This design comes from an exercise in tuning for small area and a short achievable clock period on the open sky130 flow, not from production work.
The RTL was checked by simulation tests, not by an equivalence proof against the original design.

rev 12:
// umps_disk
module umps_disk (
    input  wire        clk,
    input  wire        rst,           
    input  wire [7:0]  clock_rate,    
    input  wire [15:0] cyls,          
    input  wire [7:0]  heads,         
    input  wire [7:0]  sects,         
    input  wire [15:0] rot_time,      
    input  wire [11:0] seek_time,     
    input  wire [6:0]  data_pct,      
    input  wire [3:0]  dma_ticks,     
    input  wire        tick,          
    input  wire [31:0] tod_lo,        
    input  wire        req_valid,
    input  wire        req_write,
    input  wire [2:0]  req_addr,      
    input  wire [31:0] req_wdata,
    output reg         rvalid,
    output reg  [31:0] rdata,
    input  wire        working,
    input  wire        dma_out_fail,  
    input  wire        dma_in_fail,   
    output reg         dma_out,       
    output reg         dma_in,        
    output reg  [31:0] dma_addr,      
    output reg         img_valid,     
    output reg         img_write,     
    output wire [15:0] img_cyl,
    output wire [7:0]  img_head,
    output wire [7:0]  img_sect,
    output wire        ip             
);
clock: 260.0 ns
lec_check: 0
cap_margin: 20
core_margin: 2
core_utilization: 40
slew_margin: 20
run.sh (not shown) runs the stock make flow with config.mk's settings and CLKGATE_MAP_FILE= SYNTH_SCRIPT=/design/flow/synth_recipe.tcl, a recipe that flattens the netlist after the stock synthesis.
Here is what was changed in the inputs of rev 13 compared with rev 12.
--- a/flow/design.v
+++ b/flow/design.v
@@ -492,36 +492,31 @@
                         n_status = ST_ILLEGAL;
                         n_pend   = 1'b1;
                     end
                 endcase
             end
         end
     end
-    wire [23:0] rem_1  = f_inc({8'd0, rem});
-    wire [7:0]  cur_1  = f_inc({24'd0, cur});
-    wire        rem_w  = (rem_1 == st);
-    wire        cur_w  = (cur_1 == sects);
+    wire [23:0] rem_1  = rem + 24'd1;
+    wire [7:0]  cur_1  = cur + 8'd1;
+    wire [23:0] st_m1  = f_dec({8'd0, st});
+    wire [7:0]  sc_m1  = f_dec({24'd0, sects});
+    wire        rem_w  = (rem == st_m1);
+    wire        cur_w  = (cur == sc_m1);
     wire        tod_z  = (tod_lo == 32'd0);
     always @(posedge clk) begin
-        if (rst) begin
-            rvalid <= 1'b0;
-            rdata  <= 32'd0;
-        end else begin
-            rvalid <= req_valid & ~req_write;
-            if (req_valid & ~req_write) begin
-                case (req_addr)
-                    3'd0: rdata <= {29'd0, status};
-                    3'd1: rdata <= command;
-                    3'd2: rdata <= data0;
-                    3'd3: rdata <= {cyls, heads, sects};
-                    3'd4: rdata <= {31'd0, pend};
-                    default: rdata <= 32'd0;
-                endcase
-            end
-        end
+        rvalid <= !rst && req_valid && !req_write;
+        case (req_addr)
+            3'd0: rdata <= {29'd0, status};
+            3'd1: rdata <= command;
+            3'd2: rdata <= data0;
+            3'd3: rdata <= {cyls, heads, sects};
+            3'd4: rdata <= {31'd0, pend};
+            default: rdata <= 32'd0;
+        endcase
     end
     always @(posedge clk) begin
         if (rst) begin
             status      <= ST_READY;
             command     <= 32'd0;
             data0       <= 32'd0;
             pend        <= 1'b0;
@@ -584,11 +579,10 @@
             end
         end
         if (n_cache_set) begin
             cache_cyl  <= cur_cyl;
             cache_head <= op_head;
             cache_sect <= op_sect;
         end
-        if (!rst && (n_dma_out || n_dma_in))
-            dma_addr <= data0;
+        dma_addr <= data0;
     end
 endmodule
- Met2 layer wire length in the routed design, rev 13 vs rev 12: down slightly
- In rev 13 the sequential cell area share turned out 0.32 points lower than in rev 12.
- Rev 13 vs rev 12 on post-synthesis instance total: rev 13 is the higher one.
- Rev 13 improves on rev 12 in shortest clock period the worst path allows after layout.
- Of the two values seen for worst setup path startpoint, st[9] was produced by rev 13 and tcur[1] by rev 12.
- Re global router's overall resource usage: rev 13 is 1.3 points down on rev 12.
- Delta (rev 13 minus rev 12): worst hold slack down 0.092 ns, worst setup slack rose 1.13 ns, final standard cell utilization of the core shows a reduction of 0.26 points, detailed-route vias per instance shows a reduction of about 1.9%, clock insertion delay at the later pin of the skew report went down 0.07 ns.

==> afterwards: timing with drivers on the ports <==
How much do the figures lean on ideal ports? The routed layouts below were timed once more, with nothing changed but the port constraints. Step 1 assumes that a clkbuf_16 drives the clock port and a buf_2 every other input. Step 2 moves the port delays by t, midway between the first and last clock arrival at a register: inputs arrive t later, outputs are due t later. That takes back most of the time a late clock gives input paths. Slacks: ideal ports / drivers / drivers and shift; pairs: ideal ports / drivers.
run | t, ns | slack for setup (ns) | latest minus earliest clock arrival (ns)
rev 12 | 0.695 | 177.749 / 177.749 / 177.290 | 0.082 / 0.083
rev 13 | 0.631 | 178.876 / 178.876 / 178.876 | 0.018 / 0.018
After both steps setup and hold are still met in every run listed. For rev 12, which loses most, drivers alone change the setup slack by 0.000 ns; drivers and shift together by -0.459 ns.
